Source: an optimization exercise on an open RTL-to-GDS flow (aim: small area and a short achievable clock period). Production flows keep margins and buffers that such runs may drop.
RTL that was checked went through simulation tests only; none was proved equivalent to the original.
Function not checked in runs 1 to 4: the RTL went through the layout flow alone.
Power is estimated from default activity; no workload was simulated. The flow treats the clock pin as an ideal source, which a real chip does not have.

--- config.mk ---
export PLATFORM = sky130hd
export DESIGN_NAME = scp_rx
export DESIGN_NICKNAME = scp_rx
export VERILOG_FILES = /design/flow/design.v
export SDC_FILE = /design/flow/constraint.sdc
export NUM_CORES = 4
export LEC_CHECK = 0
export CAP_MARGIN = 20
export CORE_MARGIN = 2
export CORE_UTILIZATION = 60
export CTS_CLUSTER_DIAMETER = 60
export CTS_CLUSTER_SIZE = 25
export SETUP_SLACK_MARGIN = 2.7
export SLEW_MARGIN = 20
--- constraint.sdc ---
create_clock -name core_clock -period 5.0 [get_ports {clk}]
set_input_delay 1.0000 -clock core_clock [delete_from_list [all_inputs] [get_ports {clk}]]
set_output_delay 1.0000 -clock core_clock [all_outputs]
set_load 0.01 [all_outputs]
--- design.v ---
module scp_crc8_byte (
    input  wire [7:0] acc,
    input  wire [7:0] data,
    output reg  [7:0] next
);
    integer i;
    always @(*) begin
        next = acc ^ data;
        for (i = 0; i < 8; i = i + 1)
            next = next[0] ? ((next >> 1) ^ 8'h8C) : (next >> 1);
    end
endmodule
module scp_crc16_byte (
    input  wire [15:0] acc,
    input  wire [7:0]  data,
    output reg  [15:0] next
);
    integer i;
    always @(*) begin
        next = acc ^ {8'h00, data};
        for (i = 0; i < 8; i = i + 1)
            next = next[0] ? ((next >> 1) ^ 16'h8408) : (next >> 1);
    end
endmodule
module scp_rx #(
    parameter BUF_BYTES = 64
) (
    input  wire                   clk,
    input  wire                   rst,
    input  wire [7:0]             cfg_sof,
    input  wire                   cfg_dup_suppress,
    input  wire [15:0]            cfg_max_dlen,
    input  wire [7:0]             cfg_prev_seq_reset,
    input  wire [63:0]            cfg_sub_ids,
    input  wire [3:0]             cfg_sub_en,
    input  wire                   in_valid,
    input  wire [7:0]             in_byte,
    input  wire                   abort,
    output reg                    ev_valid,
    output reg  [2:0]             ev_code,
    output wire [15:0]            ev_cmd,
    output wire [15:0]            ev_dlen,
    output wire [8*BUF_BYTES-1:0] ev_payload
);
    localparam [2:0] EV_NONE = 3'd0, EV_BAD_SOF = 3'd1, EV_DLEN_OVERFLOW = 3'd2,
                     EV_CRC8_MISMATCH = 3'd3, EV_CRC16_MISMATCH = 3'd4,
                     EV_DUPLICATE = 3'd5, EV_UNKNOWN_CMD = 3'd6, EV_DISPATCH = 3'd7;
    reg st_sof, st_dlen0, st_dlen1, st_seq, st_crc8, st_cmd0, st_cmd1, st_data,
        st_c16a, st_c16b;
    reg [6:0]  rx_dlen;         
    reg        rx_dlen_big;     
    reg [7:0]  rx_prev_seq;
    reg        rx_abandon;
    reg [15:0] rx_cmd;
    reg        rx_sub;          
    reg        rx_c16_lo_ok;    
    reg [5:0]  rx_offset;       
    reg        rx_last;         
    reg [7:0]  rx_c8_acc;
    reg [15:0] rx_c16_acc;
    reg [7:0]  rx_buf [0:BUF_BYTES-1];
    assign ev_cmd  = rx_cmd;
    assign ev_dlen = {9'd0, rx_dlen};
    genvar g;
    generate
        for (g = 0; g < BUF_BYTES; g = g + 1) begin : g_payload
            assign ev_payload[8*g +: 8] = rx_buf[g];
        end
    endgenerate
    wire [7:0]  c8_fed;
    wire [15:0] c16_fed;
    scp_crc8_byte  u_c8  (.acc(st_sof ? 8'hFF : rx_c8_acc),     .data(in_byte), .next(c8_fed));
    scp_crc16_byte u_c16 (.acc(st_sof ? 16'hFFFF : rx_c16_acc), .data(in_byte), .next(c16_fed));
    wire take      = in_valid;
    wire is_sof    = (in_byte == cfg_sof);
    wire dlen_big  = rx_dlen_big || (in_byte != 8'd0);
    wire c8_ok     = (in_byte == rx_c8_acc);
    wire c16_ok    = rx_c16_lo_ok && (in_byte == rx_c16_acc[15:8]);
    reg subscribed;
    integer k;
    always @(*) begin
        subscribed = 1'b0;
        for (k = 0; k < 4; k = k + 1)
            if (cfg_sub_en[k] && cfg_sub_ids[16*k +: 16] == rx_cmd)
                subscribed = 1'b1;
    end
    wire [7:0] wr_col = (take && st_data) ? (8'd1 << rx_offset[2:0]) : 8'd0;
    wire [7:0] wr_row = 8'd1 << rx_offset[5:3];
    integer b;
    always @(posedge clk) begin
        for (b = 0; b < BUF_BYTES; b = b + 1)
            if (wr_row[b / 8] && wr_col[b % 8])
                rx_buf[b] <= in_byte;
    end
    always @(posedge clk) begin
        rx_sub <= subscribed;
        if (take) begin
            rx_c8_acc <= c8_fed;
            if (!(st_c16a || st_c16b))
                rx_c16_acc <= c16_fed;
        end
        if (take && st_dlen0) begin
            rx_dlen     <= in_byte[6:0];
            rx_dlen_big <= (in_byte > 8'd64) ||
                           (cfg_max_dlen[15:8] == 8'd0 && in_byte > cfg_max_dlen[7:0]);
        end
        if (take && st_seq)
            rx_abandon <= cfg_dup_suppress && (in_byte == rx_prev_seq);
        if (take && st_cmd0) rx_cmd[7:0]  <= in_byte;
        if (take && st_cmd1) rx_cmd[15:8] <= in_byte;
        if (take && st_c16a) rx_c16_lo_ok <= (in_byte == rx_c16_acc[7:0]);
        if (!st_data)
            rx_offset <= 6'd0;
        else if (take)
            rx_offset <= rx_offset + 6'd1;
        if (take && st_cmd1)
            rx_last <= (rx_dlen == 7'd1);
        else if (take && st_data)
            rx_last <= ({1'b0, rx_offset} + 7'd2 == rx_dlen);
        if (rst) begin
            rx_prev_seq <= cfg_prev_seq_reset;
        end else if (take && st_seq && cfg_dup_suppress) begin
            rx_prev_seq <= in_byte;
        end
        if (rst) begin
            {st_sof, st_dlen0, st_dlen1, st_seq, st_crc8, st_cmd0, st_cmd1, st_data,
             st_c16a, st_c16b} <= 10'b1000000000;
            ev_valid <= 1'b0;
        end else begin
            ev_valid <= take;
            if (abort) begin
                {st_sof, st_dlen0, st_dlen1, st_seq, st_crc8, st_cmd0, st_cmd1, st_data,
                 st_c16a, st_c16b} <= 10'b1000000000;
            end else if (take) begin
                st_sof   <= (st_sof && !is_sof) || (st_dlen1 && dlen_big) ||
                            (st_crc8 && !c8_ok) || st_c16b;
                st_dlen0 <= st_sof && is_sof;
                st_dlen1 <= st_dlen0;
                st_seq   <= st_dlen1 && !dlen_big;
                st_crc8  <= st_seq;
                st_cmd0  <= st_crc8 && c8_ok;
                st_cmd1  <= st_cmd0;
                st_data  <= (st_cmd1 && rx_dlen != 7'd0) || (st_data && !rx_last);
                st_c16a  <= (st_cmd1 && rx_dlen == 7'd0) || (st_data && rx_last);
                st_c16b  <= st_c16a;
            end
        end
        if (st_sof && !is_sof)
            ev_code <= EV_BAD_SOF;
        else if (st_dlen1 && dlen_big)
            ev_code <= EV_DLEN_OVERFLOW;
        else if (st_crc8 && !c8_ok)
            ev_code <= EV_CRC8_MISMATCH;
        else if (st_c16b)
            ev_code <= !c16_ok    ? EV_CRC16_MISMATCH :
                       rx_abandon ? EV_DUPLICATE :
                       !rx_sub    ? EV_UNKNOWN_CMD : EV_DISPATCH;
        else
            ev_code <= EV_NONE;
    end
endmodule
--- flow/run.sh ---
#!/bin/bash
# The standard ORFS layout (the standard.sh), with the port buffers that
# global placement inserts made sky130_fd_sc_hd__buf_1 instead of the delay
# buffer buffer_ports picks by itself. Every input and output port still gets
# its buffer; nothing else in the flow changes.
set -euo pipefail
export BUFFER_PORTS_ARGS="-buffer_cell sky130_fd_sc_hd__buf_1"
bash standard.sh > orfs_make.log 2>&1
--- standard.sh ---
#!/bin/bash
# synth_recipe.tcl (not shown) runs the flow's synth.tcl, then flattens the netlist and writes it again
# the make line also repeats each setting of config.mk as NAME=value (left out here)
make -C /OpenROAD-flow-scripts/flow DESIGN_CONFIG=/design/flow/config.mk WORK_HOME=/design/flow/orfs CLKGATE_MAP_FILE= SYNTH_SCRIPT=/design/flow/synth_recipe.tcl "${@:-finish}"
==> results_dict.tcl, run 1 <==
set metrics [dict create \
    remaining_drc_errors 0 \
    overflow 0 \
    final_area_mm2 0.0257 \
    rr_worst_depth 4 \
    fin_hold_ws_ps 463 \
    avgViaCountPerCell 5.67 \
    fin_worst_skew_ps 27.7 \
    globalRouteTotalUtil_pct 35.6 \
    crit_path_start_kind "flop" \
    insertion_delay_ps 540 \
    io_pins 661 \
    tightest_slew_ps 1040 \
    maxSlewHeadroom_pct 30.7 \
    min_path_type "flop to flop" \
    crit_type "flop to flop" \
    pwr-share-seq_pct 61.6 \
    synth_cells 1093 \
    ant_nets 0 \
    synth_enable_flop_cells 571 \
    die_area_mm2 0.0364 \
    power_density_mw_per_mm2 346 \
    combPwrFrac_pct 3.9 \
    setup.worst_path.end_class "flop" \
    ctsHtreeMaxLevel 2 \
    io_buffers 651 \
    clk_pin_slew_ps 90 \
    synth_area_leaders "edfxtp_1 82%, xnor2_1 5.3%, dfxtp_1 2.0%" \
    nFillCells 2187 \
    num_vias 12900 \
    initial_core_util_pct 60.7 \
    cts_tree "done" \
    antenna_found_initial 1 \
    yosysMostFrequentCell "edfxtp_1" \
    first_pass_iters 5 \
    met3_length_um 6560 \
    die_y_um 191 \
    synth_ff_type "edfxtp_1" \
    ys_types 59 \
    die_x_um 191 \
    ir_worst_vdd_uv 395 \
    drt-total-wl_um 65200 \
    outcome "complete, no violations" \
    yosys_register_bits 592 \
    nNetsFinal 1926 \
    yosys-top-cells-count "571 x edfxtp_1, 127 x xnor2_1, 110 x nor2_1" \
    maxCapViolCount 0 \
    place_congestion 1.08 \
    max_freq_ghz 0.422 \
    final.period_utilization_pct 47.4 \
    setup-tns-final_ps 0 \
    syn_avg_cell_area_um2 19.1 \
    cts_buffer_depth 3 \
    rsz0062_at_grt "yes" \
    cts.sinks 592 \
    finalSetupViolCount 0 \
    drt_iter0_drc 1293 \
    yosysWarnings 4 \
    root_buffer "clkbuf_16" \
    grt_pass1_vias 12200 \
    wl_met1_um 24000 \
    wl_met2_um 32000 \
    core.rowCount 68 \
    clockPowerShare_pct 34.4 \
    internal-power_mw 7.05 \
    cp_max_fo 8 \
    p_leak_nw 7.95 \
    drive_gt1_share_pct 11.3 \
    power.switching_mw 1.86 \
    coreArea_mm2 0.0345 \
    routed.top_layer "met4" \
    async_flop_share_pct 0 \
    grt_max_degree 57 \
    hold_depth 2 \
    p_sw_share_pct 20.8 \
    required_ps 5190 \
    grt_pass1_wl_um 89500 \
    dp_hpwl_um 46200 \
    dpl_cell_area_mm2 0.0239 \
    area_growth_syn_to_layout_pct 23.0 \
    synth.largest_area_cell "edfxtp_1" \
    ys_seq_area_share_pct 83.9 \
    cts_buffers 36 \
    diodes 0 \
    synth_area_mm2 0.0209 \
    cp.arrival_ps 2560 \
    wl_per_cell_um 28.7 \
    slew_viol_final 0 \
    hold_viol_final 0 \
    fin_crit_ps 2370 \
    yosysTopAreaCellShare_pct 81.9 \
]
stage by stage:
stage | instances | setup slack, ps | total power, mW | utilization [%]
4_1_cts | 2257 | 2580 | 8.92 | 73.7
2_1_floorplan | 1101 | 2640 | 5.77 | -
3_3_place_gp | 2187 | 1570 | 5.94 | 69.4
6_report | 2274 | 2630 | 8.91 | 74.7
5_1_grt | 2274 | 2580 | 9.15 | 74.7
3_5_place_dp | 2187 | 1490 | 5.94 | 69.4
repair_timing:
item                                    4_1_cts  5_1_grt
hold buffers                                  0        0
endpoints found under the setup margin      551      353
gates resized for setup                      79       43
pin swaps                                     2        2
buffers inserted                             11       17
power groups by stage:
stage	combinational [mW]	clock, mW	sequential, mW
6_report	0.351	3.07	5.49
5_1_grt	0.379	3.28	5.49
4_1_cts	0.348	3.09	5.49
3_5_place_dp	0.342	0	5.60
3_3_place_gp	0.340	0	5.60
2_1_floorplan	0.174	0	5.60
placed cells by master (no fill, tap or decap), drive strengths merged, types with 3 or more instances in the layout:
cell	instances
a21boi	3
a21oi	9
and2	8
and3	3
buf	690
clkbuf	42
clkinv	10
clkinvlp	3
conb	9
dfxtp	21
edfxtp	571
ha	15
inv	23
mux2	7
nand2	27
nand3	12
nand4	21
nor2	111
nor2b	3
nor3	7
nor4	14
o21ai	8
or3	3
or4	3
xnor2	130
xor2	36
logic make-up (layout without fill, tap and decap cells):
kind of cell	count (synthesis)	count (layout)	synth area share [%]
compound gates	41	41	1.36
mux	9	9	0.472
flops	592	592	83.9
buf+inv	51	769	1.32
simple gates	218	218	4.85
fa+ha+maj	15	15	0.897
other cells	1	9	0.0179
xor+xnor	166	166	7.14
state kept, by name (all words and copies together) (netlist names), 3 cells and up:
register,cells
rx_cmd,16
rx_c16_acc,16
rx_c8_acc,8
rx_buf,512
rx_dlen,7
rx_prev_seq,8
ev_code,3
rx_offset,6
worst max-delay path, stage by stage, from the launching register on:
cell and delay, ps:
dfxtp_1 510, ha_1 260, ha_1 180, nand3_2 480, nor2_2 590
final cells by class:
| type | count | area (um^2) | share of cell area [%] |
|---|---|---|---|
| sequential | 592 | 17600 | 68.3 |
| clock inverter | 21 | 214 | 0.831 |
| clock buffer | 38 | 930 | 3.61 |
| tap | 455 | 569 | 2.21 |
| multi-input combinational | 458 | 3530 | 13.7 |
| inverter | 16 | 60.1 | 0.233 |
| timing repair buffer | 694 | 2870 | 11.2 |
layer usage:
metal	global-route usage [%]	up-vias
met5	0	-
met2	57.4	855
met4	13.3	0
met1	47.7	6451
met3	8.54	128
li1	-	5455
path summary, 6_finish.rpt:
check,endpoint,start,slack [ps]
worst max-delay path,rx_buf[27][2]$_DFFE_PP_,rx_offset[1]$_SDFFE_PN0P_,2630
worst min-delay path,st_cmd0$_SDFFE_PP0P_,st_cmd0$_SDFFE_PP0P_,460
worst max register to register,rx_buf[27][2]$_DFFE_PP_,rx_offset[1]$_SDFFE_PN0P_,2630
worst min register to register,st_cmd0$_SDFFE_PP0P_,st_cmd0$_SDFFE_PP0P_,460
==> inputs of run 2 (changes only) <==
--- a/design.v
+++ b/design.v
@@ -86,3 +86,3 @@
     end
-    wire [7:0] wr_col = (take && st_data) ? (8'd1 << rx_offset[2:0]) : 8'd0;
+    wire [7:0] wr_col = st_data ? (8'd1 << rx_offset[2:0]) : 8'd0;
     wire [7:0] wr_row = 8'd1 << rx_offset[5:3];
==> run 2 against run 1 <==
  * Register-to-register slack got worse by 50 ps
  * Final cell count decreased by 0.18%
  * Still clean on timing, DRC and antenna
  * Highest routed layer is now met5
  * Worst setup slack got worse by 48 ps
  * Largest power group unchanged
  * Design area decreased by 1.1%
==> results_dict.tcl, run 2 <==
set metrics [dict create \
    overflow 0 \
    ant_nets 0 \
    regMostFlops "rx_buf" \
    die_x_um 191 \
    hold_buffers 0 \
    rsz0062_at_grt "yes" \
    finalSetupViolCount 0 \
    root_buffer "clkbuf_16" \
    drive_gt1_share_pct 9.54 \
    max_freq_ghz 0.413 \
    cp-startpoint "st_data$_SDFFE_PP0P_" \
    yosysTopAreaCellShare_pct 81.7 \
    dp_hpwl_um 44800 \
    initial_core_util_pct 60.9 \
    synth.largest_area_cell "edfxtp_1" \
    num_vias 12600 \
    io_pins 661 \
    fin_worst_skew_ps 25.0 \
    first_pass_iters 5 \
    grt_pass1_wl_um 84900 \
    ys_types 50 \
    hold_viol_final 0 \
    synth_cells 1102 \
    synth_area_leaders "edfxtp_1 82%, xnor2_1 5.6%, dfxtp_1 2.0%" \
    nNetsFinal 1921 \
    io_buffers 651 \
    synth_ff_type "edfxtp_1" \
    place_congestion 1.12 \
    crit-reg2reg-launch "st_data$_SDFFE_PP0P_" \
    setup-tns-final_ps 0 \
    maxSlewHeadroom_pct 40.6 \
    rr_worst_depth 2 \
    final_cell_mix "643 x buf_1, 571 x edfxtp_1, 135 x xnor2_1" \
    clk_pin_slew_ps 90 \
    antenna_found_initial 1 \
    synth_area_mm2 0.0210 \
    hp-start "st_seq$_SDFFE_PP0P_" \
    crit_type "flop to flop" \
    cp.arrival_ps 2600 \
    area_growth_syn_to_layout_pct 21.2 \
    crit_path_start_kind "flop" \
    tightest_slew_ps 889 \
    min_path_type "flop to flop" \
    cp_max_fo 15 \
    cts_buffer_depth 3 \
    yosysWarnings 4 \
    hold_depth 2 \
    multi_input_area_mm2 0.00337 \
    slew_viol_final 0 \
    yosysMostFrequentCell "edfxtp_1" \
    globalRouteTotalUtil_pct 33.3 \
    wl_per_cell_um 27.2 \
    drt-total-wl_um 61800 \
    grt_pass1_vias 12200 \
    largest_register_ff_count 512 \
    synth_enable_flop_cells 571 \
    ys_seq_area_share_pct 83.7 \
    yosys-top-cells-count "571 x edfxtp_1, 135 x xnor2_1, 110 x nor2_1" \
    async_flop_share_pct 0 \
    reg_top3 "rx_buf: 512 flops, rx_c16_acc: 16 flops, rx_cmd: 16 flops" \
    fin_crit_ps 2420 \
    ir_worst_vdd_uv 410 \
    power_density_mw_per_mm2 349 \
    final_common_cell "buf_1" \
    die_y_um 191 \
    nFillCells 2244 \
    cts.sinks 592 \
    p_leak_nw 7.85 \
    outcome "complete, no violations" \
    remaining_drc_errors 0 \
    grt_max_degree 48 \
    avgViaCountPerCell 5.57 \
    regArea_mm2 0.0176 \
    insertion_delay_ps 550 \
    ctsHtreeMaxLevel 2 \
    drt_iter0_drc 1073 \
    maxCapViolCount 0 \
    cts_buffers 35 \
    syn_avg_cell_area_um2 19.0 \
    core.rowCount 68 \
    final.period_utilization_pct 48.4 \
    setup.worst_path.end_class "flop" \
    die_area_mm2 0.0365 \
    p_total_mw 8.88 \
    cts_tree "done" \
    yosys_register_bits 592 \
    required_ps 5180 \
    coreArea_mm2 0.0345 \
]
-- run 2: cell families (layout without fill, tap and decap cells) --
kind of cell | Yosys count | in the layout | share of synthesized area, %
muxes | 9 | 9 | 0.471
DFF | 592 | 592 | 83.7
AOI/OAI and AO/OA | 36 | 36 | 1.17
xor gates and xnor gates | 175 | 175 | 7.48
other | 1 | 10 | 0.0179
and+or+nand+nor | 218 | 218 | 4.86
buffers and inverters | 56 | 760 | 1.43
adders and majority gates | 15 | 15 | 0.894
-- run 2: layer usage --
metal | vias to the layer above | track usage [%] | share of wire [%]
met1 | 6274 | 43.8 | 37
li1 | 5431 | - | -
met4 | 2 | 12.6 | 4.3
met2 | 801 | 52.3 | 47
met5 | - | 1.92 | 0.15
met3 | 138 | 10.9 | 11
-- run 2: final timing paths --
| check | slack (ps) | to |
|---|---|---|
| max | 2580 | rx_buf[37][1]$_DFFE_PP_ |
| min reg2reg | 470 | st_seq$_SDFFE_PP0P_ |
| max reg2reg | 2580 | rx_buf[37][1]$_DFFE_PP_ |
| min | 470 | st_seq$_SDFFE_PP0P_ |
-- run 2: area by class of cell --
cell class / count / area share, %
multi-input cells: 462 / 13.3
well taps: 455 / 2.24
inverters: 16 / 0.251
flip-flops and latches: 592 / 69.0
clock buffers: 36 / 3.46
repair buffers: 686 / 10.8
diodes: 1 / 0.00983
clock inverters: 22 / 0.983
-- run 2: metrics by stage --
stage	util (%)	setup slack [ps]	std cells	instance area (um^2)	hold slack, ps
final	73.9	2580	2270	25500	469
after global routing	73.9	2470	2270	25500	505
after CTS	73.3	2550	2261	25200	465
after detailed placement	69.5	2050	2192	23900	452
after global placement	69.5	2070	2192	23900	443
after floorplan	-	2730	1110	21000	436
-- run 2: where the power goes --
group          switching (mW)  internal (mW)
logic                   0.212          0.132
clock network            1.64           1.41
registers              0.0281           5.46
total                    1.88           7.00
-- run 2: what timing repair did --
action / in CTS / in global routing
pin swaps: 0 / 2
gates resized for setup: 37 / 37
buffers inserted: 11 / 8
setup endpoints to repair: 284 / 501
-- run 2: worst max-delay path: stages, from the launching register on --
cell     delay (ps)
dfxtp_1         600
nand3_1         660
nor2_1          780
==> inputs of run 3 (changes only) <==
--- a/flow/run.sh
+++ b/flow/run.sh
@@ -7,2 +7,3 @@
 export BUFFER_PORTS_ARGS="-buffer_cell sky130_fd_sc_hd__buf_1"
+export CTS_ARGS="-sink_clustering_enable -repair_clock_nets -dont_use_dummy_load -sink_clustering_size 30 -sink_clustering_max_diameter 80 -buf_list {sky130_fd_sc_hd__clkbuf_8 sky130_fd_sc_hd__clkbuf_16}"
 bash standard.sh > orfs_make.log 2>&1
--- a/config.mk
+++ b/config.mk
@@ -10,4 +10,2 @@
 export CORE_UTILIZATION = 60
-export CTS_CLUSTER_DIAMETER = 60
-export CTS_CLUSTER_SIZE = 25
 export SETUP_SLACK_MARGIN = 2.7
==> run 3 against run 2 <==
  * Still clean
  * Worst hold slack better by 4.8 ps
  * Die area stayed put
  * Synthesized cell count stayed put
  * Clock power is 28% lower
  * Global-route usage is 0.24 points lower
  * First-iteration DRC count is 0.56% higher
  * Combinational power hardly changed
  * Maximum frequency hardly changed
  * Register-to-register slack hardly changed
  * Critical endpoint is now rx_buf[62][3]$_DFFE_PP_
  * Largest power group unchanged
==> results_dict.tcl, run 3 <==
set metrics [dict create \
    finalSetupViolCount 0 \
    cp-startpoint "rx_offset[1]$_SDFFE_PN0P_" \
    hold_buffers 0 \
    clk_pin_slew_ps 110 \
    hold_depth 2 \
    synth_area_mm2 0.0210 \
    ys_seq_area_share_pct 83.7 \
    largest_register_ff_count 512 \
    wl_per_cell_um 27.6 \
    initial_core_util_pct 60.9 \
    crit-reg2reg-launch "rx_offset[1]$_SDFFE_PN0P_" \
    placedCellCount 2192 \
    tightest_slew_ps 886 \
    fin_worst_skew_ps 33.3 \
    r2r_setup_slack_ps 2580 \
    ctsHtreeMaxLevel 1 \
    cp.buffers_inverters 0 \
    syn_avg_cell_area_um2 19.0 \
    overflow 0 \
    critPathTopFamily "simple AND/OR/NAND/NOR gates" \
    drt_iter0_drc 1079 \
    cts_buffer_depth 3 \
    yosysTopAreaCellShare_pct 81.7 \
    grt_pass1_vias 12100 \
    async_flop_share_pct 0 \
    ir_worst_vdd_uv 307 \
    r2r-end "rx_buf[62][3]$_DFFE_PP_" \
    final_common_cell "buf_1" \
    core.rowCount 68 \
    cpPeakStageDelay_ps 710 \
    ant_nets 0 \
    crit_type "flop to flop" \
    hold_viol_final 0 \
    maxSlewHeadroom_pct 40.8 \
    diodes 0 \
    stdcell_count 2235 \
    synth_cells 1102 \
    die_x_um 191 \
    final_area_mm2 0.0250 \
    cts_buffers 24 \
    antenna_found_initial 3 \
    setup-tns-final_ps 0 \
    crit_path_cell_trace "ha_1, nand3_1, nor2_2" \
    internal-power_mw 6.46 \
    final_core_util_pct 72.5 \
    grt_pass1_wl_um 84500 \
    synth.largest_area_cell "edfxtp_1" \
    final_cell_mix "642 x buf_1, 571 x edfxtp_1, 135 x xnor2_1" \
    cts.sinks 592 \
    clockPowerShare_pct 27.5 \
    required_ps 5200 \
    min_path_type "flop to flop" \
    rr_worst_depth 3 \
    worstSetupEndpoint "rx_buf[62][3]$_DFFE_PP_" \
    fin_crit_ps 2420 \
    die_area_mm2 0.0365 \
    yosysWarnings 4 \
    yosys-top-cells-count "571 x edfxtp_1, 135 x xnor2_1, 110 x nor2_1" \
    nNetsFinal 1910 \
    cts_tree "done" \
    maxCapViolCount 0 \
    grt_max_degree 48 \
    reg_top3 "rx_buf: 512 flops, rx_c16_acc: 16 flops, rx_cmd: 16 flops" \
    regMostFlops "rx_buf" \
    crit_path_start_kind "flop" \
    yosys_register_bits 592 \
    ys_types 50 \
    drt-total-wl_um 61700 \
    power.switching_mw 1.58 \
    max_freq_ghz 0.413 \
    drive_gt1_share_pct 8.93 \
    first_pass_iters 5 \
    die_y_um 191 \
    rsz0062_at_grt "yes" \
    cp.arrival_ps 2620 \
    place_congestion 1.12 \
    slew_viol_final 0 \
    io_buffers 651 \
    avgViaCountPerCell 5.57 \
    synth_area_leaders "edfxtp_1 82%, xnor2_1 5.6%, dfxtp_1 2.0%" \
    pwr-share-seq_pct 68.3 \
    yosysMostFrequentCell "edfxtp_1" \
    combPwrFrac_pct 4.3 \
    num_vias 12500 \
    coreArea_mm2 0.0345 \
    cp_max_fo 9 \
    final.period_utilization_pct 48.4 \
    outcome "complete, no violations" \
    synth_enable_flop_cells 571 \
    slowest_stage "nor2_2" \
    insertion_delay_ps 580 \
    power_density_mw_per_mm2 322 \
    root_buffer "clkbuf_16" \
    remaining_drc_errors 0 \
    cp.depth 3 \
    p_leak_nw 7.61 \
    fin_hold_ws_ps 474 \
    synth_ff_type "edfxtp_1" \
    p_sw_share_pct 19.7 \
    io_pins 661 \
    globalRouteTotalUtil_pct 33.1 \
    dpl_cell_area_mm2 0.0239 \
    setup.worst_path.end_class "flop" \
    dp_hpwl_um 44800 \
    area_growth_syn_to_layout_pct 19.0 \
]
run 3: cell counts after synthesis:
Identical to the previous run, type by type.
run 3: cell type report:
type	instances	area (um^2)
Sequential cell	592	17600
Multi-Input combinational cell	462	3440
Tap cell	455	569
Fill cell	2302	9470
Clock buffer	24	601
Inverter	16	63.8
Timing Repair Buffer	686	2740
run 3: what timing repair did:
item	in CTS	in global routing
gates cloned	0	0
endpoints found under the setup margin	387	531
buffers inserted	15	4
pin swaps	0	4
gates resized for setup	40	56
run 3: worst min-delay path, cell delays in order (launching register included):
cell and delay (ps):
dfxtp_1 320, nand2_1 60, a21oi_1 50
run 3: cells by family (layout without fill, tap and decap cells):
| logic type | count (synthesis) | after routing | share of synthesized area (%) |
|---|---|---|---|
| AO/OA/AOI/OAI | 36 | 36 | 1.17 |
| buffers and inverters | 56 | 726 | 1.43 |
| flip-flops | 592 | 592 | 83.7 |
| AND/OR/NAND/NOR | 218 | 218 | 4.86 |
| other | 1 | 9 | 0.0179 |
| adder cells (fa/ha/maj) | 15 | 15 | 0.894 |
| multiplexers | 9 | 9 | 0.471 |
| XOR/XNOR | 175 | 175 | 7.48 |
run 3: power groups by stage:
stage / clock network (mW) / logic (mW) / registers, mW
global placement: 0 / 0.328 / 5.60
CTS: 2.23 / 0.338 / 5.49
floorplan: 0 / 0.180 / 5.59
finish: 2.21 / 0.343 / 5.49
global route: 2.37 / 0.371 / 5.49
detailed placement: 0 / 0.336 / 5.60
run 3: per-layer routing:
layer	global-route usage (%)	share of wire [%]	up-vias	wire length [um]
met5	0	0.091	-	56
met3	10.9	11	145	7050
met4	12.3	4.6	8	2810
met2	52.6	48	783	29400
met1	43.0	36	6148	22500
li1	-	-	5370	-
run 3: worst min path at each step:
stage	slack, ps	start	end
after floorplan	440	st_seq$_SDFFE_PP0P_	st_seq$_SDFFE_PP0P_
after global placement	440	st_seq$_SDFFE_PP0P_	st_seq$_SDFFE_PP0P_
after detailed placement	450	st_seq$_SDFFE_PP0P_	st_seq$_SDFFE_PP0P_
after CTS	470	st_seq$_SDFFE_PP0P_	st_seq$_SDFFE_PP0P_
after global routing	510	st_seq$_SDFFE_PP0P_	st_seq$_SDFFE_PP0P_
final	470	st_seq$_SDFFE_PP0P_	st_seq$_SDFFE_PP0P_
run 3: metrics by stage:
stage | setup slack, ps | power [mW]
3_5_place_dp | 2050 | 5.94
5_1_grt | 2470 | 8.24
6_report | 2580 | 8.04
3_3_place_gp | 2070 | 5.93
2_1_floorplan | 2730 | 5.77
4_1_cts | 2530 | 8.05
==> inputs of run 4 (changes only) <==
--- a/design.v
+++ b/design.v
@@ -56,3 +56,7 @@
     reg        rx_c16_lo_ok;    
-    reg [5:0]  rx_offset;       
+    reg [7:0]  wr_byte;         
+    reg        wr_data;         
+    reg [7:0]  wr_row;          
+    reg [7:0]  wr_col;          
+    reg [6:0]  rx_rem;          
     reg        rx_last;         
@@ -86,4 +90,2 @@
     end
-    wire [7:0] wr_col = st_data ? (8'd1 << rx_offset[2:0]) : 8'd0;
-    wire [7:0] wr_row = 8'd1 << rx_offset[5:3];
     integer b;
@@ -92,3 +94,3 @@
             if (wr_row[b / 8] && wr_col[b % 8])
-                rx_buf[b] <= in_byte;
+                rx_buf[b] <= wr_byte;
     end
@@ -111,10 +113,19 @@
         if (take && st_c16a) rx_c16_lo_ok <= (in_byte == rx_c16_acc[7:0]);
-        if (!st_data)
-            rx_offset <= 6'd0;
-        else if (take)
-            rx_offset <= rx_offset + 6'd1;
-        if (take && st_cmd1)
+        wr_byte <= in_byte;
+        wr_data <= take && st_data;
+        if (take && st_cmd1) begin
+            wr_row <= 8'd1;
+            wr_col <= 8'd1;
+        end else if (wr_data) begin
+            wr_col <= {wr_col[6:0], wr_col[7]};
+            if (wr_col[7])
+                wr_row <= {wr_row[6:0], 1'b0};
+        end
+        if (take && st_cmd1) begin
+            rx_rem  <= rx_dlen;
             rx_last <= (rx_dlen == 7'd1);
-        else if (take && st_data)
-            rx_last <= ({1'b0, rx_offset} + 7'd2 == rx_dlen);
+        end else if (take && st_data) begin
+            rx_rem  <= rx_rem - 7'd1;
+            rx_last <= (rx_rem == 7'd2);
+        end
         if (rst) begin
==> run 4 against run 3 <==
  * Power grew 12%
  * Area after synthesis grew 2.7%
  * First-iteration DRC count shrank 3.5%
  * Clock power grew 9.5%
  * Still clean
==> results_dict.tcl, run 4 <==
set metrics [dict create \
    io_buffers 651 \
    p_total_mw 9.00 \
    stdcell_count 2265 \
    crit_path_cell_trace "buf_1" \
    synth_ff_type "edfxtp_1" \
    cts_buffer_depth 3 \
    r2r-end "rx_c16_acc[3]$_DFFE_PP_" \
    finalSetupViolCount 0 \
    synth_enable_flop_cells 578 \
    synth_compound_area_share_pct 1.20 \
    tightest_slew_ps 1030 \
    wl_per_cell_um 26.5 \
    final_cell_mix "649 x buf_1, 578 x edfxtp_1, 118 x xnor2_1" \
    critPathTopFamily "flip-flops" \
    rr_worst_depth 4 \
    cts_buffers 28 \
    root_buffer "clkbuf_16" \
    placedCellCount 2215 \
    die_x_um 194 \
    clk_pin_slew_ps 120 \
    yosys-top-cells-count "578 x edfxtp_1, 118 x xnor2_1, 71 x and2_1" \
    drt-total-wl_um 60000 \
    yosysTopAreaCellShare_pct 80.5 \
    synth_fa_ha_area_share_pct 0.581 \
    use_met3_pct 5.21 \
    grt_pass1_vias 11700 \
    regMostFlops "rx_buf" \
    maxCapViolCount 0 \
    grt_max_degree 65 \
    cts.sinks 618 \
    initial_core_util_pct 60.7 \
    cp.depth 1 \
    drt_iter0_drc 1041 \
    avgViaCountPerCell 5.47 \
    slowest_stage "edfxtp_1" \
    p_leak_nw 8.69 \
    final_common_cell "buf_1" \
    fin_ws_ps 2730 \
    overflow 0 \
    required_ps 4000 \
    syn_avg_cell_area_um2 19.3 \
    remaining_drc_errors 0 \
    maxSlewHeadroom_pct 31.6 \
    ys_types 39 \
    hold_viol_final 0 \
    yosys_register_bits 618 \
    ant_nets 0 \
    first_pass_iters 5 \
    dp_hpwl_um 41100 \
    synthXorXnorAreaFrac_pct 6.86 \
    r2r_setup_slack_ps 2900 \
    nNetsFinal 1929 \
    area_growth_syn_to_layout_pct 17.8 \
    hp-start "st_cmd0$_SDFFE_PP0P_" \
    slew_viol_final 0 \
    crit-reg2reg-launch "st_sof$_SDFFE_PP1P_" \
    yosysWarnings 4 \
    use_met1_pct 40.0 \
    outcome "complete, no violations" \
    min_to "st_cmd0$_SDFFE_PP0P_" \
    yosys.area_share.simple_pct 5.20 \
    cp.buffers_inverters 1 \
    dp_slack_ps 2110 \
    final_area_mm2 0.0254 \
    yosysMostFrequentCell "edfxtp_1" \
    setup-tns-final_ps 0 \
    place_congestion 0.869 \
    reg_top3 "rx_buf: 512 flops, rx_c16_acc: 16 flops, rx_cmd: 16 flops" \
    grt-busiest-layer "met2" \
    num_vias 12400 \
    core.rowCount 69 \
    coreArea_mm2 0.0355 \
    antenna_found_initial 0 \
    synth.largest_area_cell "edfxtp_1" \
    ir_worst_vdd_uv 266 \
    async_flop_share_pct 0 \
    cpPeakStageDelay_ps 350 \
    diodes 0 \
    synth_area_mm2 0.0216 \
    synth_cells 1119 \
    hold_depth 2 \
    min_path_type "flop to flop" \
    max_freq_ghz 0.441 \
    fin_crit_ps 2270 \
    fin_worst_skew_ps 57.0 \
    power_density_mw_per_mm2 354 \
    dpl_cell_area_mm2 0.0245 \
    grt_pass1_wl_um 84300 \
    ctsHtreeMaxLevel 1 \
    crit_type "flop to output pin" \
    setup.worst_path.end_class "output pin" \
    globalRouteTotalUtil_pct 31.2 \
    final.period_utilization_pct 45.3 \
    rsz0062_at_grt "yes" \
    synth_area_leaders "edfxtp_1 81%, xnor2_1 4.8%, dfxtp_1 3.7%" \
    cp.arrival_ps 1270 \
    gr-usage-met2_pct 54.2 \
    cp_max_fo 1 \
    synth_top_family_by_area "XOR/XNOR gates" \
    largest_register_ff_count 512 \
    io_pins 661 \
    die_y_um 194 \
    synthMuxAreaShare_pct 0.691 \
    insertion_delay_ps 590 \
    die_area_mm2 0.0375 \
    crit_path_start_kind "flop" \
    ys_seq_area_share_pct 84.3 \
    drive_gt1_share_pct 4.82 \
    cts_tree "done" \
]
-- run 4: cell types whose count changed after synthesis, sizes merged, moves of 9 or more --
cell and change:
nand2 +20, dfxtp +19, nor2 -67, a21oi +9
and2 +65, xnor2 -18
-- run 4: where the power goes --
| group | switching, mW | internal [mW] |
|---|---|---|
| clock network | 1.42 | 1.00 |
| registers | 0.156 | 5.87 |
| logic | 0.353 | 0.193 |
-- run 4: through the flow --
stage	hold slack, ps	utilization, %
finish	470	71.6
global route	500	71.6
CTS	471	71.4
detailed placement	456	69.1
global placement	446	69.1
floorplan	436	-
-- run 4: how the worst max path moves through the flow --
stage                            startpoint                         end  slack, ps
finish              rx_buf[23][6]$_DFFE_PP_             ev_payload[190]       2730
CTS                    rx_dlen[5]$_DFFE_PP_                  ev_dlen[5]       2700
global route                     in_byte[6]       ev_code[1]$_SDFF_PP0_       2700
global placement                 in_byte[4]  rx_c8_acc[7]$_SDFFCE_PP0P_       2130
detailed placement               in_byte[4]  rx_c8_acc[7]$_SDFFCE_PP0P_       2110
floorplan                          in_valid     rx_c16_acc[0]$_DFFE_PP_       2710
-- run 4: cell families (layout without fill, tap and decap cells) --
family	after synthesis	count (layout)
flip-flops	618	618
AND/OR/NAND/NOR	217	217
XOR/XNOR	164	164
buffers and inverters	51	728
AO/OA/AOI/OAI	44	44
multiplexers	14	14
adder cells (fa/ha/maj)	10	10
other	1	9
-- run 4: what timing repair did --
action,4_1_cts,5_1_grt
gates cloned,0,0
endpoints found under the setup margin,17,13
hold buffers,0,0
buffers inserted,17,5
gates resized for setup,0,4
-- run 4: routing by layer --
layer  vias up  routed length, um  part of all wire, %
li1       5447                  -                    -
met1      6135              21900                   37
met2       702              31200                   52
met3       109               4540                  7.6
met4         0               2300                  3.8
met5         -                  0                    0
-- run 4: final cells by class --
class,instances,area (um^2)
Clock buffer,28,701
Fill cell,2399,10100
Inverter,15,56.3
Multi-Input combinational cell,458,3170
Sequential cell,618,18200
Tap cell,461,577
Timing Repair Buffer,685,2700
==> inputs of run 5 (changes only) <==
--- a/design.v
+++ b/design.v
@@ -56,6 +56,4 @@
     reg        rx_c16_lo_ok;    
-    reg [7:0]  wr_byte;         
-    reg        wr_data;         
-    reg [7:0]  wr_row;          
-    reg [7:0]  wr_col;          
+    reg [7:0]  rx_row_n;        
+    reg [7:0]  rx_col_n;        
     reg [6:0]  rx_rem;          
@@ -93,4 +91,4 @@
         for (b = 0; b < BUF_BYTES; b = b + 1)
-            if (wr_row[b / 8] && wr_col[b % 8])
-                rx_buf[b] <= wr_byte;
+            if (!rx_row_n[b / 8] && !rx_col_n[b % 8])
+                rx_buf[b] <= in_byte;
     end
@@ -113,18 +111,13 @@
         if (take && st_c16a) rx_c16_lo_ok <= (in_byte == rx_c16_acc[7:0]);
-        wr_byte <= in_byte;
-        wr_data <= take && st_data;
         if (take && st_cmd1) begin
-            wr_row <= 8'd1;
-            wr_col <= 8'd1;
-        end else if (wr_data) begin
-            wr_col <= {wr_col[6:0], wr_col[7]};
-            if (wr_col[7])
-                wr_row <= {wr_row[6:0], 1'b0};
-        end
-        if (take && st_cmd1) begin
-            rx_rem  <= rx_dlen;
-            rx_last <= (rx_dlen == 7'd1);
+            rx_row_n <= 8'hFE;
+            rx_col_n <= 8'hFE;
+            rx_rem   <= rx_dlen;
+            rx_last  <= (rx_dlen == 7'd1);
         end else if (take && st_data) begin
-            rx_rem  <= rx_rem - 7'd1;
-            rx_last <= (rx_rem == 7'd2);
+            rx_col_n <= {rx_col_n[6:0], rx_col_n[7]};
+            if (!rx_col_n[7])
+                rx_row_n <= {rx_row_n[6:0], 1'b1};
+            rx_rem   <= rx_rem - 7'd1;
+            rx_last  <= (rx_rem == 7'd2);
         end
--- a/config.mk
+++ b/config.mk
@@ -9,3 +9,3 @@
 export CORE_MARGIN = 2
-export CORE_UTILIZATION = 60
+export CORE_UTILIZATION = 65
 export SETUP_SLACK_MARGIN = 2.7
==> run 5 against run 4 <==
  * Die area shrank 8.8%
  * Sequential share of layout area increased by 0.29 points
  * Core utilization increased by 5.7 points
  * Via count grew 3.5%
  * Count of clock-buffer cells in the layout is 4 lower
  * Power down 1.9%
  * Clock power fell by 7%
==> results_dict.tcl, run 5 <==
set metrics [dict create \
    outcome "complete, no violations" \
    io_pins 661 \
    die_area_mm2 0.0342 \
    io_buffers 651 \
    core.rowCount 66 \
    power_density_mw_per_mm2 353 \
    globalRouteTotalUtil_pct 35.5 \
    ys_seq_area_share_pct 84.6 \
    cts.sinks 609 \
    wl_per_cell_um 27.6 \
    synth_area_leaders "edfxtp_1 82%, xnor2_1 4.9%, dfxtp_1 2.9%" \
    hold_viol_final 0 \
    setup.worst_path.end_class "output pin" \
    die_x_um 185 \
    cp_max_fo 3 \
    overflow 0 \
    slowest_stage "edfxtp_1" \
    synth_ff_type "edfxtp_1" \
    grt_max_degree 50 \
    coreArea_mm2 0.0324 \
    grt_pass1_wl_um 84300 \
    setup-tns-final_ps 0 \
    die_y_um 185 \
    p_total_mw 8.82 \
    area_growth_syn_to_layout_pct 17.6 \
    yosysMostFrequentCell "edfxtp_1" \
    dp_hpwl_um 44100 \
    ir_worst_vdd_uv 321 \
    required_ps 4000 \
    first_pass_iters 7 \
    antenna_found_initial 2 \
    ctsHtreeMaxLevel 1 \
    cp.arrival_ps 1360 \
    num_vias 12800 \
    final_cell_mix "643 x buf_1, 578 x edfxtp_1, 118 x xnor2_1" \
    grt_pass1_vias 12100 \
    grt-busiest-layer "met2" \
    place_congestion 1.09 \
    use_met1_pct 47.6 \
    placedCellCount 2198 \
    fin_hold_ws_ps 474 \
    maxCapViolCount 0 \
    drive_gt1_share_pct 4.99 \
    avgViaCountPerCell 5.70 \
    cts_buffers 24 \
    drt_iter0_drc 1394 \
    synth_enable_flop_cells 578 \
    maxSlewHeadroom_pct 20.7 \
    yosys_register_bits 609 \
    stdcell_count 2249 \
    reg_top3 "rx_buf: 512 flops, rx_c16_acc: 16 flops, rx_cmd: 16 flops" \
    syn_avg_cell_area_um2 18.8 \
    max_freq_ghz 0.423 \
    final_core_util_pct 77.2 \
    final_area_mm2 0.0250 \
    largest_register_ff_count 512 \
    fin_ws_ps 2640 \
    cpPeakStageDelay_ps 580 \
    nFillCells 1983 \
    cp.buffers_inverters 1 \
    tightest_slew_ps 1180 \
    insertion_delay_ps 580 \
    cts_tree "done" \
    regMostFlops "rx_buf" \
    crit_path_start_kind "flop" \
    ys_types 40 \
    initial_core_util_pct 65.7 \
    async_flop_share_pct 0 \
    synth_area_mm2 0.0213 \
    min_path_type "flop to flop" \
    remaining_drc_errors 0 \
    slew_viol_final 0 \
    drt-total-wl_um 62000 \
    p_leak_nw 8.64 \
    rsz0062_at_grt "yes" \
    final_common_cell "buf_1" \
    use_met3_pct 10.4 \
    ant_nets 0 \
    fin_worst_skew_ps 45.3 \
    dpl_cell_area_mm2 0.0242 \
    yosys-top-cells-count "578 x edfxtp_1, 118 x xnor2_1, 102 x nor2_1" \
    critPathTopFamily "flip-flops" \
    clk_pin_slew_ps 110 \
    crit_path_cell_trace "buf_1" \
    finalSetupViolCount 0 \
    cts_buffer_depth 3 \
    synth_cells 1130 \
    fin_crit_ps 2360 \
    nNetsFinal 1928 \
    final.period_utilization_pct 47.2 \
    crit_type "flop to output pin" \
    yosysTopAreaCellShare_pct 81.7 \
    root_buffer "clkbuf_16" \
    yosysWarnings 4 \
    dp_slack_ps 1950 \
    synth.largest_area_cell "edfxtp_1" \
    gr-usage-met2_pct 57.5 \
]
-- run 5: cell families (layout without fill, tap and decap cells) --
kind of cell | Yosys count | in the layout | synth area share (%)
flip-flops | 609 | 609 | 84.6
other | 1 | 13 | 0.0176
AO/OA/AOI/OAI | 36 | 36 | 1.01
buffers and inverters | 61 | 726 | 1.43
adder cells (fa/ha/maj) | 10 | 10 | 0.589
AND/OR/NAND/NOR | 242 | 242 | 5.04
multiplexers | 7 | 7 | 0.371
XOR/XNOR | 164 | 164 | 6.95
-- run 5: cell type report --
class                   instances  area (um^2)  share of cell area [%]
diodes                          4         10.0                  0.0400
repair inverters                1         7.51                  0.0300
multi-input cells             468         3050                    12.2
inverters                      15         60.1                   0.240
repair buffers                686         2740                    11.0
clock buffers                  24          601                    2.40
well taps                     442          553                    2.21
flip-flops and latches        609        18000                    71.9
-- run 5: layer usage --
metal,vias to the layer above,routed length (um)
li1,5443,-
met1,6435,22300
met2,836,30400
met3,110,7280
met4,0,1990
met5,-,0
-- run 5: report_power, final --
part	switching, mW	total, mW	internal, mW
clock network	1.38	2.24	0.867
registers	0.100	5.92	5.82
logic	0.451	0.659	0.208
-- run 5: what timing repair did --
| item | in CTS | in global routing |
|---|---|---|
| hold buffers | 0 | 0 |
| endpoints found under the setup margin | 21 | 33 |
| gates cloned | 1 | 0 |
| setup buffers | 18 | 4 |
| resized for setup | 4 | 13 |
-- run 5: path summary, 6_finish.rpt --
path                         from                  end  slack [ps]  cells past startpoint
max          rx_cmd[11]$_DFFE_PP_           ev_cmd[11]        2640                      1
min           st_seq$_SDFFE_PP0P_  st_seq$_SDFFE_PP0P_         470                      2
max reg2reg  rx_cmd[11]$_DFFE_PP_    rx_sub$_SDFF_PP1_        2690                      6
min reg2reg   st_seq$_SDFFE_PP0P_  st_seq$_SDFFE_PP0P_         470                      2
==> inputs of run 6 (changes only) <==
--- a/config.mk
+++ b/config.mk
@@ -7,5 +7,6 @@
 export LEC_CHECK = 0
+export ABC_AREA = 1
 export CAP_MARGIN = 20
 export CORE_MARGIN = 2
-export CORE_UTILIZATION = 65
+export CORE_UTILIZATION = 60
 export SETUP_SLACK_MARGIN = 2.7
==> run 6 against run 5 <==
  * Area after synthesis up 2.0%
  * Clock power rose by 3%
  * First-iteration DRC count fell by 8.8%
  * Still clean
  * Largest cell class unchanged
==> results_dict.tcl, run 6 <==
set metrics [dict create \
    maxSlewHeadroom_pct 32.4 \
    cts_buffers 25 \
    initial_core_util_pct 60.9 \
    min_path_type "flop to flop" \
    hold_viol_final 0 \
    syn_avg_cell_area_um2 16.2 \
    core.rowCount 69 \
    avgViaCountPerCell 5.57 \
    drive_gt1_share_pct 5.00 \
    coreArea_mm2 0.0356 \
    crit_path_start_kind "flop" \
    cp_max_fo 4 \
    diodes 0 \
    cpPeakStageDelay_ps 520 \
    regArea_mm2 0.0180 \
    cts.sinks 609 \
    io_pins 661 \
    cts_buffer_depth 3 \
    grt_pass1_vias 13400 \
    ctsHtreeMaxLevel 1 \
    power_density_mw_per_mm2 434 \
    largest_register_ff_count 512 \
    async_flop_share_pct 0 \
    fin_crit_ps 2260 \
    outcome "complete, no violations" \
    synth_cells 1334 \
    globalRouteTotalUtil_pct 33.1 \
    crit-reg2reg-launch "st_sof$_SDFFE_PP1P_" \
    hp-start "st_crc8$_SDFFE_PP0P_" \
    drt-total-wl_um 63200 \
    ant_nets 0 \
    synth_enable_flop_cells 578 \
    finalSetupViolCount 0 \
    crit_path_cell_trace "buf_1" \
    yosysTopAreaCellShare_pct 80.1 \
    regMostFlops "rx_buf" \
    p_sw_share_pct 28.6 \
    yosys_register_bits 609 \
    tightest_slew_ps 1010 \
    nFillCells 2407 \
    final.period_utilization_pct 45.2 \
    slew_viol_final 0 \
    hold_buffers 0 \
    grt_max_degree 54 \
    clk_pin_slew_ps 90 \
    area_growth_syn_to_layout_pct 16.9 \
    yosysMostFrequentCell "edfxtp_1" \
    place_congestion 0.898 \
    first_pass_iters 6 \
    synth_ff_type "edfxtp_1" \
    ys_types 47 \
    internal-power_mw 7.85 \
    final_common_cell "buf_1" \
    worstSetupEndpoint "ev_cmd[5]" \
    r2r_setup_slack_ps 3060 \
    combPwrFrac_pct 16.6 \
    cp-startpoint "rx_cmd[5]$_DFFE_PP_" \
    cp.arrival_ps 1260 \
    slowest_stage "edfxtp_1" \
    placedCellCount 2427 \
    die_y_um 194 \
    overflow 0 \
    cp.buffers_inverters 1 \
    setup.worst_path.end_class "output pin" \
    required_ps 4000 \
    maxCapViolCount 0 \
    multi_input_area_mm2 0.00313 \
    p_leak_nw 9.03 \
    max_freq_ghz 0.442 \
    critPathTopFamily "flip-flops" \
    fin_worst_skew_ps 39.6 \
    remaining_drc_errors 0 \
    cp.depth 1 \
    die_area_mm2 0.0377 \
    stdcell_count 2461 \
    synth_area_leaders "edfxtp_1 80%, nand2_1 3.9%, dfxtp_1 2.9%" \
    crit_type "flop to output pin" \
    die_x_um 194 \
    synth_area_mm2 0.0217 \
    dpl_cell_area_mm2 0.0246 \
    yosysWarnings 4 \
    drt_iter0_drc 1272 \
    ir_worst_vdd_uv 371 \
    wl_per_cell_um 25.7 \
    grt_pass1_wl_um 91100 \
    rsz0062_at_grt "no" \
    yosys-top-cells-count "578 x edfxtp_1, 226 x nand2_1, 125 x nor2_1" \
    ys_seq_area_share_pct 83.0 \
    final_area_mm2 0.0253 \
    reg_top3 "rx_buf: 512 flops, rx_c16_acc: 16 flops, rx_cmd: 16 flops" \
    root_buffer "clkbuf_16" \
    io_buffers 651 \
    clockPowerShare_pct 20.9 \
    r2r-end "rx_c8_acc[2]$_DFFE_PP_" \
    final_cell_mix "642 x buf_1, 578 x edfxtp_1, 225 x nand2_1" \
    nNetsFinal 2125 \
    pwr-share-seq_pct 62.5 \
    rr_worst_depth 11 \
    cts_tree "done" \
    antenna_found_initial 0 \
    synth.largest_area_cell "edfxtp_1" \
    power.switching_mw 3.14 \
    insertion_delay_ps 580 \
    p_total_mw 11.0 \
    setup-tns-final_ps 0 \
    dp_hpwl_um 46100 \
    num_vias 13700 \
]
[run 6: metal layers]
metal	up-vias	routed length (um)	GRT usage [%]
li1	5991	-	-
met1	6725	23300	43.2
met2	875	31300	55.6
met3	126	6250	7.72
met4	0	2380	10.8
met5	-	0	0
[run 6: logic make-up (layout without fill, tap and decap cells)]
kind of cell / Yosys count / count (layout) / share of synthesized area, %
XOR/XNOR: 74 / 74 / 3.23
flip-flops: 609 / 609 / 83.0
AO/OA/AOI/OAI: 91 / 91 / 2.57
AND/OR/NAND/NOR: 419 / 419 / 7.85
buffers and inverters: 130 / 788 / 2.79
other: 1 / 9 / 0.0173
adder cells (fa/ha/maj): 10 / 10 / 0.577
[run 6: cell type report]
| class | count | area share [%] |
|---|---|---|
| clock buffer | 25 | 2.47 |
| inverter | 84 | 1.27 |
| multi-input combinational | 603 | 12.4 |
| sequential | 609 | 71.0 |
| tap | 461 | 2.28 |
| timing repair buffer | 679 | 10.7 |
[run 6: power by group through the flow]
stage	sequential, mW	clock [mW]	combinational [mW]
after CTS	6.86	2.31	1.84
after detailed placement	6.97	0	1.83
after global placement	6.96	0	1.82
after global routing	6.93	2.46	1.95
final	6.86	2.30	1.82
after floorplan	7.21	0	0.569
[run 6: stage by stage]
stage	util [%]	setup WS, ps	hold WS, ps
after global placement	69.1	1840	455
after global routing	71.2	2700	523
after floorplan	-	2780	441
after CTS	71.0	2700	483
after detailed placement	69.2	1860	468
final	71.2	2740	484
[run 6: what timing repair did]
item / in CTS / in global routing
buffers inserted: 2 / 7
endpoints found under the setup margin: 32 / 13
resized for setup: 9 / 4
gates cloned: 0 / 0
[run 6: worst min path at each step]
stage / to / slack (ps) / cells after the start
6_report: st_crc8$_SDFFE_PP0P_ / 480 / 2
5_1_grt: st_crc8$_SDFFE_PP0P_ / 520 / 2
4_1_cts: st_crc8$_SDFFE_PP0P_ / 480 / 2
3_5_place_dp: st_cmd1$_SDFFE_PP0P_ / 470 / 2
3_3_place_gp: st_cmd1$_SDFFE_PP0P_ / 460 / 2
2_1_floorplan: st_cmd1$_SDFFE_PP0P_ / 440 / 2
==> inputs of run 7 (changes only) <==
--- a/config.mk
+++ b/config.mk
@@ -7,3 +7,2 @@
 export LEC_CHECK = 0
-export ABC_AREA = 1
 export CAP_MARGIN = 20
==> run 7 against run 6 <==
  * Sequential power fell by 14%
  * Core utilization rose by 0.66 points
  * Sequential cell count did not move
  * Count of clock-buffer cells in the layout did not move
  * Clock power barely moved
  * Largest cell class unchanged
  * Register-to-register slack got worse by 140 ps
  * Worst setup slack got worse by 14 ps
  * Power fell by 19%
  * Global-route usage fell by 0.99 points
  * Largest power group unchanged
  * Final cell count fell by 8.5%
  * Combinational power fell by 64%
  * Area after synthesis fell by 1.9%
==> results_dict.tcl, run 7 <==
set metrics [dict create \
    nNetsFinal 1922 \
    syn_avg_cell_area_um2 18.8 \
    final_cell_mix "641 x buf_1, 578 x edfxtp_1, 118 x xnor2_1" \
    p_sw_share_pct 21.8 \
    coreArea_mm2 0.0347 \
    min_path_type "flop to flop" \
    setup-tns-final_ps 0 \
    cp_max_fo 5 \
    hold_buffers 0 \
    maxSlewHeadroom_pct 23.1 \
    cpPeakStageDelay_ps 540 \
    crit_path_start_kind "flop" \
    overflow 0 \
    outcome "complete, no violations" \
    drt-total-wl_um 60700 \
    cts_buffers 25 \
    slew_viol_final 0 \
    synth_ff_type "edfxtp_1" \
    cp.arrival_ps 1270 \
    final_common_cell "buf_1" \
    ys_types 40 \
    avgViaCountPerCell 5.59 \
    p_leak_nw 8.63 \
    globalRouteTotalUtil_pct 32.1 \
    cts_tree "done" \
    setup.worst_path.end_class "output pin" \
    antenna_found_initial 0 \
    yosysWarnings 4 \
    hold_viol_final 0 \
    combPwrFrac_pct 7.4 \
    critPathTopFamily "flip-flops" \
    pwr-share-seq_pct 66.8 \
    clockPowerShare_pct 25.8 \
    yosys_register_bits 609 \
    wl_per_cell_um 27.0 \
    r2r_setup_slack_ps 2920 \
    die_y_um 192 \
    ys_seq_area_share_pct 84.6 \
    cp.buffers_inverters 1 \
    cts.sinks 609 \
    dp_hpwl_um 43000 \
    yosys-top-cells-count "578 x edfxtp_1, 118 x xnor2_1, 102 x nor2_1" \
    max_freq_ghz 0.440 \
    synth_cells 1130 \
    initial_core_util_pct 61.2 \
    crit_type "flop to output pin" \
    internal-power_mw 6.93 \
    first_pass_iters 5 \
    largest_register_ff_count 512 \
    reg_top3 "rx_buf: 512 flops, rx_c16_acc: 16 flops, rx_cmd: 16 flops" \
    place_congestion 0.989 \
    synth_enable_flop_cells 578 \
    yosysMostFrequentCell "edfxtp_1" \
    insertion_delay_ps 580 \
    io_buffers 651 \
    power_density_mw_per_mm2 355 \
    power.switching_mw 1.94 \
    grt_pass1_vias 12000 \
    fin_worst_skew_ps 69.5 \
    num_vias 12600 \
    fin_crit_ps 2270 \
    rsz0062_at_grt "no" \
    core.rowCount 68 \
    crit_path_cell_trace "buf_1" \
    io_pins 661 \
    maxCapViolCount 0 \
    crit-reg2reg-launch "rx_cmd[10]$_DFFE_PP_" \
    required_ps 4000 \
    final.period_utilization_pct 45.5 \
    ir_worst_vdd_uv 320 \
    yosysTopAreaCellShare_pct 81.7 \
    rr_worst_depth 6 \
    diodes 0 \
    cp.depth 1 \
    r2r-end "rx_sub$_SDFF_PP1_" \
    async_flop_share_pct 0 \
    area_growth_syn_to_layout_pct 17.4 \
    synth.largest_area_cell "edfxtp_1" \
    p_total_mw 8.87 \
    ctsHtreeMaxLevel 1 \
    slowest_stage "edfxtp_1" \
    die_area_mm2 0.0369 \
    tightest_slew_ps 1150 \
    regMostFlops "rx_buf" \
    synth_area_leaders "edfxtp_1 82%, xnor2_1 4.9%, dfxtp_1 2.9%" \
    ant_nets 0 \
    finalSetupViolCount 0 \
    drt_iter0_drc 1171 \
    clk_pin_slew_ps 110 \
    remaining_drc_errors 0 \
    root_buffer "clkbuf_16" \
    drive_gt1_share_pct 4.51 \
    synth_area_mm2 0.0213 \
    die_x_um 192 \
    grt_max_degree 57 \
    cts_buffer_depth 3 \
    worstSetupEndpoint "ev_cmd[14]" \
    grt_pass1_wl_um 83700 \
    cp-startpoint "rx_cmd[14]$_DFFE_PP_" \
]
==> run 7: changes by cell type in the layout (fill, tap and decap cells not counted), sizes merged, moves of 3 or more <==
| cell | delta |
|---|---|
| nand2 | -170 |
| xnor2 | +100 |
| inv | -68 |
| o21ai | -41 |
| nor2 | -24 |
| nor4 | +14 |
| nand3 | -13 |
| nand4 | +11 |
| xor2 | -10 |
| o22ai | -8 |
| mux2 | +7 |
| a21oi | -6 |
| and2 | +4 |
| a21o | +3 |
==> run 7: tightest hold or removal path, stage by stage (launching register included) <==
cell	delay, ps
dfxtp_1	330
nand2_1	60
a21oi_1	50
==> run 7: worst min path at each step <==
stage                                startpoint               endpoint  depth (start not counted)
final                     st_dlen0$_SDFFE_PP0P_  st_dlen0$_SDFFE_PP0P_                          2
after global placement     st_cmd0$_SDFFE_PP0P_   st_cmd0$_SDFFE_PP0P_                          2
after detailed placement  st_dlen0$_SDFFE_PP0P_  st_dlen0$_SDFFE_PP0P_                          2
after global routing        st_seq$_SDFFE_PP0P_    st_seq$_SDFFE_PP0P_                          2
after CTS                 st_dlen0$_SDFFE_PP0P_  st_dlen0$_SDFFE_PP0P_                          2
after floorplan            st_cmd0$_SDFFE_PP0P_   st_cmd0$_SDFFE_PP0P_                          2
==> run 7: metrics by stage <==
stage	utilization, %	area [um^2]	hold slack (ps)	instances	setup slack, ps
global placement	69.6	24100	447	2209	1610
CTS	71.8	24900	469	2249	2710
floorplan	-	21300	436	1138	2710
global route	71.9	25000	495	2252	2710
detailed placement	69.6	24200	453	2210	1490
finish	71.9	25000	470	2252	2730
==> run 7: layout make-up <==
type,instances,area (um^2)
Clock buffer,25,626
Fill cell,2272,9760
Inverter,15,60.1
Multi-Input combinational cell,468,3020
Sequential cell,609,18000
Tap cell,455,569
Timing Repair Buffer,680,2700
==> run 7: kinds of logic (layout without fill, tap and decap cells) <==
group           Yosys count  after routing  synth area share (%)
fa+ha+maj                10             10                 0.589
buf+inv                  61            720                  1.43
compound gates           36             36                  1.01
xor+xnor                164            164                  6.95
mux                       7              7                 0.371
simple gates            242            242                  5.04
flops                   609            609                  84.6
other cells               1              9                0.0176
==> run 7: what timing repair did <==
action | in CTS | in global routing
endpoints found under the hold margin | 0 | 0
setup endpoints to repair | 73 | 16
resized for setup | 11 | 3
buffers inserted | 14 | 3
==> run 7: routing by layer <==
metal | up-vias | track usage, % | part of all wire (%)
li1 | 5429 | - | -
met3 | 97 | 7.67 | 10
met2 | 747 | 52.7 | 49
met1 | 6324 | 43.2 | 37
met4 | 0 | 9.63 | 3.4
met5 | - | 0 | 0
==> run 7: power by group through the flow <==
stage | clock, mW | sequential (mW) | combinational [mW]
floorplan | 0 | 6.14 | 0.173
global placement | 0 | 6.03 | 0.653
detailed placement | 0 | 6.04 | 0.658
CTS | 2.31 | 5.92 | 0.663
global route | 2.47 | 5.94 | 0.702
finish | 2.28 | 5.92 | 0.660
==> inputs of run 8 (changes only) <==
--- a/config.mk
+++ b/config.mk
@@ -7,3 +7,3 @@
 export LEC_CHECK = 0
-export CAP_MARGIN = 20
+export CAP_MARGIN = 10
 export CORE_MARGIN = 2
@@ -11,2 +11,2 @@
 export SETUP_SLACK_MARGIN = 2.7
-export SLEW_MARGIN = 20
+export SLEW_MARGIN = 10
==> run 8 against run 7 <==
  * Area after synthesis unchanged
  * Sequential power about the same
  * Count of clock-buffer cells in the layout unchanged
  * Still clean
  * Power about the same
  * First-iteration DRC count decreased by 7.8%
  * Synthesized cell count unchanged
  * Sequential share of layout area decreased by 0.087 points
  * Combinational power about the same
  * Maximum frequency increased by 1.6%
  * Highest routed layer unchanged
  * Clock power about the same
==> results_dict.tcl, run 8 <==
set metrics [dict create \
    grt_pass1_wl_um 83200 \
    largest_register_ff_count 512 \
    ys_seq_area_share_pct 84.6 \
    cp_max_fo 2 \
    synth.largest_area_cell "edfxtp_1" \
    yosys-top-cells-count "578 x edfxtp_1, 118 x xnor2_1, 102 x nor2_1" \
    cp.buffers_inverters 1 \
    yosys_register_bits 609 \
    cts_buffer_depth 3 \
    slowest_stage "edfxtp_1" \
    ctsHtreeMaxLevel 1 \
    cts_buffers 25 \
    outcome "complete, no violations" \
    wl_per_cell_um 26.9 \
    die_y_um 192 \
    clk_pin_slew_ps 110 \
    dp_slack_ps 1490 \
    synth_ff_type "edfxtp_1" \
    setup-tns-final_ps 0 \
    hold_buffers 0 \
    drt_iter0_drc 1080 \
    io_buffers 651 \
    io_pins 661 \
    cts_tree "done" \
    ys_types 40 \
    remaining_drc_errors 0 \
    critPathTopFamily "flip-flops" \
    globalRouteTotalUtil_pct 31.9 \
    dp_hpwl_um 43000 \
    finalSetupViolCount 0 \
    crit_path_cell_trace "buf_1" \
    cpPeakStageDelay_ps 510 \
    insertion_delay_ps 550 \
    setup.worst_path.end_class "output pin" \
    first_pass_iters 5 \
    cp.arrival_ps 1240 \
    nNetsFinal 1924 \
    hold_viol_final 0 \
    diodes 0 \
    yosysWarnings 4 \
    initial_core_util_pct 61.2 \
    final_cell_mix "642 x buf_1, 578 x edfxtp_1, 118 x xnor2_1" \
    grt_max_degree 57 \
    min_path_type "flop to flop" \
    place_congestion 0.989 \
    synth_cells 1130 \
    reg_top3 "rx_buf: 512 flops, rx_c16_acc: 16 flops, rx_cmd: 16 flops" \
    yosysMostFrequentCell "edfxtp_1" \
    synth_area_mm2 0.0213 \
    ir_worst_vdd_uv 299 \
    syn_avg_cell_area_um2 18.8 \
    crit_path_start_kind "flop" \
    async_flop_share_pct 0 \
    root_buffer "clkbuf_16" \
    tightest_slew_ps 1120 \
    area_growth_syn_to_layout_pct 17.5 \
    p_leak_nw 8.64 \
    overflow 0 \
    num_vias 12600 \
    die_x_um 192 \
    slew_viol_final 0 \
    maxSlewHeadroom_pct 25.3 \
    power_density_mw_per_mm2 355 \
    core.rowCount 68 \
    antenna_found_initial 0 \
    required_ps 4000 \
    max_freq_ghz 0.447 \
    final_common_cell "buf_1" \
    yosysTopAreaCellShare_pct 81.7 \
    maxCapViolCount 0 \
    fin_crit_ps 2240 \
    ant_nets 0 \
    fin_worst_skew_ps 43.6 \
    cts.sinks 609 \
    drt-total-wl_um 60700 \
    fin_ws_ps 2760 \
    final.period_utilization_pct 44.8 \
    regMostFlops "rx_buf" \
    grt_pass1_vias 12000 \
    die_area_mm2 0.0369 \
    coreArea_mm2 0.0347 \
    rsz0062_at_grt "no" \
    drive_gt1_share_pct 4.56 \
    crit_type "flop to output pin" \
    avgViaCountPerCell 5.58 \
    synth_area_leaders "edfxtp_1 82%, xnor2_1 4.9%, dfxtp_1 2.9%" \
    synth_enable_flop_cells 578 \
]
-- run 8: cell types whose count changed in the layout (fill, tap and decap cells not counted), sizes merged --
cell    change
buf         +4
clkbuf      -2
-- run 8: what timing repair did --
item | CTS | global route
endpoints found under the setup margin | 74 | 3
endpoints found under the hold margin | 0 | 0
setup buffers | 15 | 5
pin swaps | 1 | 0
resized for setup | 13 | 1
-- run 8: worst paths after layout --
path	from	endpoint	slack (ps)	cells past startpoint
max	rx_cmd[10]$_DFFE_PP_	ev_cmd[10]	2760	1
min	st_dlen0$_SDFFE_PP0P_	st_dlen0$_SDFFE_PP0P_	470	2
max reg2reg	rx_cmd[10]$_DFFE_PP_	rx_sub$_SDFF_PP1_	2870	6
min reg2reg	st_dlen0$_SDFFE_PP0P_	st_dlen0$_SDFFE_PP0P_	470	2
-- run 8: final cells by class --
type / instances / area (um^2)
Clock buffer: 25 / 626
Fill cell: 2331 / 9730
Sequential cell: 609 / 18000
Timing Repair Buffer: 682 / 2730
Inverter: 15 / 60.1
Multi-Input combinational cell: 468 / 3020
Tap cell: 455 / 569
-- run 8: kinds of logic after synthesis --
| group | count (synthesis) | share of synthesized area [%] |
|---|---|---|
| flops | 609 | 84.6 |
| simple gates | 242 | 5.04 |
| xor+xnor | 164 | 6.95 |
| buf+inv | 61 | 1.43 |
| compound gates | 36 | 1.01 |
| fa+ha+maj | 10 | 0.589 |
| mux | 7 | 0.371 |
| other cells | 1 | 0.0176 |
-- run 8: through the flow --
step | power [mW] | instances | util, % | hold slack, ps | instance area (um^2)
floorplan | 6.31 | 1138 | - | 436 | 21300
global placement | 6.69 | 2209 | 69.6 | 447 | 24100
detailed placement | 6.69 | 2209 | 69.6 | 453 | 24100
CTS | 8.89 | 2249 | 71.8 | 469 | 24900
global route | 9.10 | 2254 | 72.0 | 506 | 25000
finish | 8.86 | 2254 | 72.0 | 471 | 25000
-- run 8: report_power, final --
part | switching, mW | internal, mW | leakage, nW
clock | 1.38 | 0.900 | 0.308
sequential | 0.0990 | 5.82 | 6.32
combinational | 0.452 | 0.209 | 2.02
total | 1.93 | 6.93 | 8.64
-- run 8: metal layers --
metal  up-vias  routed length (um)  global-route usage (%)
li1       5438                   -                       -
met1      6366               22700                    41.7
met2       687               30300                    53.5
met3        94                5740                    7.93
met4         0                1950                    9.51
met5         -                   0                       0

port drivers added, routing unchanged:
In the flow no input, the clock included, has a driving cell. The finished layouts below were timed again as built, in two steps.
Step 1 sets driving cells, clkbuf_16 on the clock port and buf_2 on the other inputs (assumed; they add their load-dependent delay and slew).
Step 2 also shifts input and output timing later by t, the mid clock arrival at the registers, as if the neighbouring blocks saw the same clock.
Three values: no drivers, after step 1, after step 2; two values: the first two.
| run | shift t [ns] | setup slack, ns | hold slack, ns | worst setup path at the end |
|---|---|---|---|---|
| run 1 | 0.583 | 2.628 / 2.628 / 2.096 | 0.463 / 0.463 / 0.463 | input to register |
| run 2 | 0.595 | 2.580 / 2.580 / 2.241 | 0.469 / 0.469 / 0.469 | input to register |
| run 3 | 0.615 | 2.578 / 2.578 / 2.233 | 0.474 / 0.474 / 0.474 | input to register |
| run 4 | 0.607 | 2.735 / 2.687 / 2.209 | 0.470 / 0.470 / 0.470 | input to register |
| run 5 | 0.613 | 2.638 / 2.583 / 2.243 | 0.474 / 0.474 / 0.474 | input to register |
| run 6 | 0.615 | 2.739 / 2.686 / 2.245 | 0.484 / 0.484 / 0.484 | input to register |
| run 7 | 0.599 | 2.725 / 2.672 / 2.196 | 0.470 / 0.470 / 0.470 | input to register |
| run 8 | 0.594 | 2.761 / 2.707 / 2.201 | 0.471 / 0.471 / 0.471 | input to register |
After both steps setup and hold are still met in every run listed. For run 8, which loses most, drivers alone change the setup slack by -0.054 ns; drivers and shift together by -0.560 ns.
